Background: an optimization exercise with open tools, aiming at small area, a short achievable clock period and few clock cycles. Do not read the settings as production practice.
The RTL was checked by simulation tests, not by an equivalence proof against the original design.

[design/flow/run.sh]
#!/bin/bash
# synth_recipe.tcl (not shown) runs the flow's synth.tcl, then flattens the netlist and writes it again
# the make line also repeats each setting of config.mk as NAME=value (left out here)
make -C /OpenROAD-flow-scripts/flow DESIGN_CONFIG=/design/flow/config.mk WORK_HOME=/design/flow/orfs CLKGATE_MAP_FILE= SYNTH_SCRIPT=/design/flow/synth_recipe.tcl finish
[design/flow/config.mk]
export PLATFORM = sky130hd
export DESIGN_NAME = cu_compensate
export DESIGN_NICKNAME = cu_compensate
export VERILOG_FILES = /design/flow/design.v
export SDC_FILE = /design/flow/constraint.sdc
export NUM_CORES = 8
export LEC_CHECK = 0
export CAP_MARGIN = 20
export CORE_MARGIN = 2
export CORE_UTILIZATION = 40
export SLEW_MARGIN = 20
[design/flow/constraint.sdc]
create_clock -name core_clock -period 25.0 [get_ports {clk}]
set_input_delay 5.0000 -clock core_clock [delete_from_list [all_inputs] [get_ports {clk}]]
set_output_delay 5.0000 -clock core_clock [all_outputs]
set_load 0.01 [all_outputs]
[design/flow/design.v]
module cu_divider #(
    parameter NW = 72,             
    parameter DW = 36              
) (
    input  wire          clk,
    input  wire          rst,
    input  wire          start,
    input  wire [NW-1:0] dividend,
    input  wire [DW-1:0] divisor,
    output reg           done,
    output wire [NW-1:0] quotient
);
    localparam CW = $clog2(NW + 1);
    reg  [NW-1:0] quo;             
    reg  [DW:0]   rem;             
    reg  [DW-1:0] dvs;
    reg  [CW-1:0] count;
    reg           busy;
    wire [DW:0]   rem_shift = {rem[DW-1:0], quo[NW-1]};
    wire [DW+1:0] diff      = {1'b0, rem_shift} - {2'b00, dvs};
    wire          fits      = ~diff[DW+1];
    assign quotient = quo;
    always @(posedge clk) begin
        if (rst) begin
            busy  <= 1'b0;
            done  <= 1'b0;
            count <= {CW{1'b0}};
            rem   <= {(DW+1){1'b0}};
            quo   <= {NW{1'b0}};
            dvs   <= {DW{1'b0}};
        end else begin
            done <= 1'b0;
            if (start) begin
                busy  <= 1'b1;
                count <= NW[CW-1:0];
                rem   <= {(DW+1){1'b0}};
                quo   <= dividend;
                dvs   <= divisor;
            end else if (busy) begin
                rem   <= fits ? diff[DW:0] : rem_shift;
                quo   <= {quo[NW-2:0], fits};
                count <= count - 1'b1;
                if (count == 1) begin
                    busy <= 1'b0;
                    done <= 1'b1;
                end
            end
        end
    end
endmodule
module cu_compensate (
    input  wire               clk,
    input  wire               rst,
    input  wire               start,
    input  wire        [15:0] cal_t1,      
    input  wire signed [15:0] cal_t2,
    input  wire signed [15:0] cal_t3,
    input  wire        [15:0] cal_p1,      
    input  wire signed [15:0] cal_p2,
    input  wire signed [15:0] cal_p3,
    input  wire signed [15:0] cal_p4,
    input  wire signed [15:0] cal_p5,
    input  wire signed [15:0] cal_p6,
    input  wire signed [15:0] cal_p7,
    input  wire signed [15:0] cal_p8,
    input  wire signed [15:0] cal_p9,
    input  wire        [19:0] adc_t,
    input  wire        [19:0] adc_p,
    output reg                done,
    output reg                err,         
    output reg         [31:0] temp,        
    output reg         [31:0] press_q8,    
    output reg         [24:0] press_pa     
);
    localparam S_IDLE  = 4'd0,
               S_TEMP  = 4'd1,      
               S_PV1   = 4'd2,      
               S_PVSQ  = 4'd3,      
               S_PV2   = 4'd4,      
               S_PV1C  = 4'd5,      
               S_ZCHK  = 4'd6,      
               S_DIVW  = 4'd7,      
               S_CORR1 = 4'd8,
               S_CORR2 = 4'd9,
               S_SUM   = 4'd10,
               S_DONE  = 4'd11;
    reg [3:0] state;
    wire signed [17:0] t1_s   = $signed({2'b00, cal_t1});
    wire signed [18:0] d1     = $signed({2'b00, adc_t[19:3]}) - (t1_s <<< 1);
    wire signed [34:0] tv1_m  = d1 * cal_t2;
    wire signed [23:0] tv1    = tv1_m >>> 11;
    wire signed [17:0] ta     = $signed({2'b00, adc_t[19:4]}) - t1_s;
    wire signed [35:0] ta_sq  = ta * ta;
    wire signed [23:0] ta_sh  = ta_sq >>> 12;
    wire signed [39:0] tv2_m  = ta_sh * cal_t3;
    wire signed [23:0] tv2    = tv2_m >>> 14;
    reg  signed [23:0] fine_t;
    reg  signed [17:0] tc;
    wire signed [26:0] tc_m   = (fine_t * 5) + 128;
    reg  signed [23:0] pv1;
    reg  signed [47:0] pv1_sq;
    reg  signed [61:0] pv2;
    reg  signed [53:0] pv1b;
    reg  signed [36:0] pv1c;
    reg  signed [72:0] num;
    wire signed [16:0] p1_s   = $signed({1'b0, cal_p1});
    wire signed [64:0] pv2_a  = pv1_sq * cal_p6;
    wire signed [40:0] pv2_b  = pv1 * cal_p5;
    wire signed [61:0] pv2_n  = pv2_a + (pv2_b <<< 17) + (cal_p4 <<< 35);
    wire signed [64:0] pv1b_a = pv1_sq * cal_p3;
    wire signed [40:0] pv1b_b = pv1 * cal_p2;
    wire signed [53:0] pv1b_n = (pv1b_a >>> 8) + (pv1b_b <<< 12);
    wire signed [54:0] pv1c_s = (55'sd1 <<< 47) + pv1b;
    wire signed [71:0] pv1c_m = pv1c_s * p1_s;
    wire signed [21:0] p0     = 22'sd1048576 - $signed({1'b0, adc_p});
    wire signed [62:0] num_s  = (p0 <<< 31) - pv2;
    wire signed [72:0] num_n  = num_s * 13'sd3125;
    wire        [71:0] num_mag = num[72]  ? $unsigned(-num)  : $unsigned(num[71:0]);
    wire        [35:0] dvs_mag = pv1c[36] ? $unsigned(-pv1c) : $unsigned(pv1c[35:0]);
    reg                div_start;
    wire               div_done;
    wire        [71:0] div_q;
    cu_divider #(.NW(72), .DW(36)) u_div (
        .clk      (clk),
        .rst      (rst),
        .start    (div_start),
        .dividend (num_mag),
        .divisor  (dvs_mag),
        .done     (div_done),
        .quotient (div_q)
    );
    reg  signed [72:0] p1;
    wire signed [59:0] ph     = p1 >>> 13;
    reg  signed [75:0] c1_a;                   
    reg  signed [69:0] c2;
    reg  signed [109:0] c1;
    wire signed [75:0] c1_a_n = cal_p9 * ph;
    wire signed [135:0] c1_m  = c1_a * ph;
    wire signed [88:0] c2_m   = cal_p8 * p1;
    wire signed [110:0] sum   = p1 + c1 + c2;
    wire signed [103:0] q8    = (sum >>> 8) + (cal_p7 <<< 4);
    always @(posedge clk) begin
        if (rst) begin
            state     <= S_IDLE;
            done      <= 1'b0;
            err       <= 1'b0;
            div_start <= 1'b0;
            temp      <= 32'd0;
            press_q8  <= 32'd0;
            press_pa  <= 25'd0;
        end else begin
            done      <= 1'b0;
            div_start <= 1'b0;
            case (state)
                S_IDLE: begin
                    if (start)
                        state <= S_TEMP;
                end
                S_TEMP: begin
                    fine_t <= tv1 + tv2;
                    state  <= S_PV1;
                end
                S_PV1: begin
                    tc     <= tc_m >>> 8;
                    pv1    <= fine_t - 24'sd128000;
                    state  <= S_PVSQ;
                end
                S_PVSQ: begin
                    pv1_sq <= pv1 * pv1;
                    state  <= S_PV2;
                end
                S_PV2: begin
                    pv2    <= pv2_n;
                    pv1b   <= pv1b_n;
                    state  <= S_PV1C;
                end
                S_PV1C: begin
                    pv1c   <= pv1c_m >>> 33;
                    num    <= num_n;
                    state  <= S_ZCHK;
                end
                S_ZCHK: begin
                    if (pv1c == 0) begin
                        temp     <= {{14{tc[17]}}, tc};
                        press_q8 <= 32'd0;
                        press_pa <= 25'd0;
                        err      <= 1'b0;
                        done     <= 1'b1;
                        state    <= S_DONE;
                    end else begin
                        div_start <= 1'b1;
                        state     <= S_DIVW;
                    end
                end
                S_DIVW: begin
                    if (div_done) begin
                        p1    <= (num[72] ^ pv1c[36]) ? -$signed({1'b0, div_q})
                                                      :  $signed({1'b0, div_q});
                        state <= S_CORR1;
                    end
                end
                S_CORR1: begin
                    c1_a  <= c1_a_n;
                    c2    <= c2_m >>> 19;
                    state <= S_CORR2;
                end
                S_CORR2: begin
                    c1    <= c1_m >>> 25;
                    state <= S_SUM;
                end
                S_SUM: begin
                    temp     <= {{14{tc[17]}}, tc};
                    press_q8 <= q8[31:0];
                    press_pa <= ({1'b0, q8[31:0]} + 33'd128) >> 8;
                    err      <= (q8[103:32] != 0);    
                    done     <= 1'b1;
                    state    <= S_DONE;
                end
                default: begin    
                    state <= S_IDLE;
                end
            endcase
        end
    end
endmodule
==> flow_summary.toml <==
[setup_path]
critical_path_buf_inv_count = 12
r2r-end = "pv2[59]"
crit_family = "adder cells"
path_common_cell = "fa_1"
arrival_ns = 23.78
r2r_cells = 46
cp_data_required_time_ns = 25.64
start_kind = "input pin"
cp_max_fo = 14
reg2reg_slack_ns = 11.86
worstSetupPathType = "input pin to flop"
critPathCaptureType = "flop"
crit_slowest_cell = "clkinv_1"
rr_startpoint = "pv1[5]"
critical_path.max_stage_delay_ns = 0.69

[place]
dp_hpwl_um = 1050000
port_buffers = 322
dp.cells = 59700
routabilityCongestion = 0.943

[logic_synthesis]
syn_avg_cell_area_um2 = 9.22
synthTopCellsByArea = "fa_1 53%, inv_1 9.8%, ha_1 7.3%"
muxShareOfSynthArea_pct = 0.0597
synth_compound_area_share_pct = 4.52
synth_top_area_cell = "fa_1"
synth_top_family_by_area = "adder cells"
netlist_area_um2 = 431000
synthAdderAreaFrac_pct = 60.4
synthCells = 46800
yosys.area_share.xor_xnor_pct = 2.66
synthFlopType = "edfxtp_1"
synth_top_area_share_pct = 53.1
yosysSeqAreaShare_pct = 5.74
synth_edf_count = 668
ys_ff_latch = 903
synth_simple_gate_area_share_pct = 14.6
ys_warn_count = 2
synthArstFlopShare_pct = 0
synth_cell_types = 103

[global_route]
antenna_found_initial = 114
grt_pass1_vias = 333000
grt_max_degree = 117
gr-total-overflow = 0
grt_usage_pct = 24.7
grt_pass1_wl_um = 2060000

[drt]
drtIter0Drc = 22500
ant_nets = 0
wl_per_cell_um = 22.0
drt-vias-per-instance = 5.15
highest_layer = "met5"
dr_wl_met3_um = 106000
dr.pass1.iters = 6
drt_wl_total_um = 1320000
post-route-drc-count = 0
wl_met2_um = 624000
wl_met1_um = 532000
vias = 309000

[layout]
syn_to_final_growth_pct = 5.18
n_fill_cell = 106000
fin_nets = 59600
layout.cells.non_filler = 60000
drive_gt1_share_pct = 2.59

[floorplanning]
chipWidth_um = 1040
fp-row-count = 381
dieHeight_um = 1040
core_um2 = 1080000
initial_core_util_pct = 40.1
boundaryPins = 326
die_area_um2 = 1090000

[timing]
fin_skew_ns = 0.117
finalSetupTns_ns = 0
drv_slew = 0
finalCriticalPeriod_ns = 23.15
worst_pin_slew_ns = 1.35
max_freq_mhz = 43.2
rsz0062_at_grt = "false"
slew_headroom_pct = 9.65
fin_crit_sh_pct = 92.6
finalSetupViolations = 0
report.final.hold_viol_count = 0
holdWs_ns = 0.465

[cts]
clk_pin_slew_ns = 0.06
cts_resized = 0
clk_latency_ns = 0.98
cts_setup_buffers = 0
htreeDepth = 4
tritoncts = "yes"
cts-root-buf = "clkbuf_16"
cts_buffer_depth = 4
postCtsHoldBufs = 0
numCtsBuffers = 138
clock_sinks = 903

[run_status]
status = "timing/DRC/antenna clean"

[hold_path]
whs_path_depth = 2
hp-start = "temp[16]"
holdPathEnd = "temp[16]"
hold_class = "flop to flop"

[flow_run]
cap_viol_max_count = 0
[worst register-to-register path: cells and delay by family, from the launching register on]
kind | cells | cell delay, ns
fa+ha+maj | 13 | 5.87
flops | 1 | 0.35
buf+inv | 11 | 1.11
compound gates | 13 | 3.46
simple gates | 8 | 1.97
xor+xnor | 1 | 0.15
[worst max path at each step]
stage / start / endpoint / slack [ns] / depth (start not counted)
global route: cal_t1[2] / fine_t[23] / 0.56 / 78
finish: cal_t1[2] / fine_t[23] / 1.85 / 78
global placement: cal_t1[2] / fine_t[23] / 0.79 / 78
detailed placement: cal_t1[2] / fine_t[23] / 0.81 / 78
floorplan: cal_t1[1] / fine_t[23] / 3.08 / 78
CTS: cal_t1[2] / fine_t[23] / 1.73 / 78
[cells in the mapped netlist (all sizes together), types with 22 or more instances]
master / n
or3: 74
o41ai: 37
edfxtp: 668
xor2: 480
inv: 11300
dfxtp: 235
nor2b: 261
a311oi: 34
o21ai: 519
nor3: 214
xnor2: 825
o21a: 152
o21bai: 142
a21o: 465
a221oi: 24
buf: 57
nand3: 232
o31ai: 75
a41oi: 25
and3: 94
or4: 42
ha: 2515
a31oi: 99
fa: 11400
nand4: 149
a21boi: 32
o211ai: 35
nor2: 898
a21oi: 898
and4: 30
a22oi: 42
nor4: 61
nand2: 8208
a211oi: 239
or2: 45
and2: 2889
nand2b: 479
o31a: 22
clkbuf: 2486
[sequential cells by signal (all words and copies together) (netlist names), 4 cells and up]
name         cells
c1             110
pv1c            37
u_div.rem       36
fine_t          24
tc              18
num             73
u_div.dvs       36
pv2             62
p1              73
u_div.quo       72
c2              70
temp            18
press_q8        32
pv1b            54
state            4
c1_a            76
pv1_sq          47
u_div.count      7
pv1             24
press_pa        25
[layout by cell type, fill, tap and decap left out, types with 34 or more instances in the layout]
master,instances
nand2_1,8206
or4_1,39
a21o_1,464
xor2_1,472
diode_2,68
nor2b_1,261
o21bai_1,142
nor2_1,889
a21oi_1,896
nand4_1,149
a31oi_1,97
o21ai_0,505
a22oi_1,42
o21a_1,152
xnor2_1,814
a211oi_1,238
edfxtp_1,668
a311oi_1,34
ha_1,2514
o41ai_1,35
inv_1,11300
o211ai_1,35
nand2b_1,477
clkdlybuf4s50_1,250
and3_1,94
buf_4,713
nor3_1,209
o31ai_1,74
buf_2,50
or2_2,45
fa_1,11400
or3_1,72
nor4_1,56
nand3_1,232
clkbuf_16,142
dfxtp_1,233
and2_1,2888
[cell families (layout without fill, tap and decap cells)]
logic type	count (synthesis)	in the layout
DFF	903	903
adders and majority gates	14000	14000
buffers and inverters	13900	12600
xor gates and xnor gates	1306	1306
muxes	25	25
AOI/OAI and AO/OA	3014	3014
and+or+nand+nor	13700	13700
other	2	77
[per-stage QoR]
step | setup WS [ns] | utilization, % | instance area, um2
after floorplan | 3.08 | - | 431000
after global placement | 0.794 | 41.7 | 449000
after detailed placement | 0.814 | 41.7 | 449000
after CTS | 1.73 | 42.2 | 454000
after global routing | 0.564 | 42.2 | 454000
final | 1.85 | 42.2 | 454000
[layout make-up]
cell class                 instances  area [um2]  share of cell area [%]
sequential                       903       24800                    5.46
clock buffer                     168        3740                   0.825
clock inverter                    81        1030                   0.227
inverter                       11300       42500                    9.38
multi-input combinational      32000      355000                    78.2
antenna                           68         170                  0.0375
tap                            14400       18000                    3.96
timing repair buffer            1044        8720                    1.92
[routing by layer]
layer / global-route usage (%) / up-vias
met3: 4.57 / 2238
met1: 32.6 / 163000
li1: - / 133000
met4: 9.14 / 52
met5: 0.0959 / -
met2: 40.8 / 11000
Testbench counts, summed over its fixed seeds: cycles 32,640.

-- what the ideal ports hide --
In the flow no input, the clock included, has a driving cell. The finished layout below was timed again as built, in two steps. Step 1 (the two cells are an assumption about what drives the block):
set clk [get_ports {clk}]
set_driving_cell -lib_cell sky130_fd_sc_hd__clkbuf_16 $clk
set_driving_cell -lib_cell sky130_fd_sc_hd__buf_2 [delete_from_list [all_inputs] $clk]
Step 2 adds t to the input delays and takes it off the output delays; t is the mean of the earliest and latest rising clock arrival at the registers after step 1. Input paths then give back, and output paths get back, about the clock's delay inside the block. Three values: no drivers, after step 1, after step 2; two values: the first two.
shift t [ns]: 1.043
slack for setup (ns): 1.855 / 1.950 / 0.907
hold WS [ns]: 0.465 / 0.465 / 0.465
cell pins on the clock port's net: 1
After both steps setup and hold are still met in this run. The setup slack of this run moves by +0.095 ns with the drivers and by -0.948 ns with both steps.
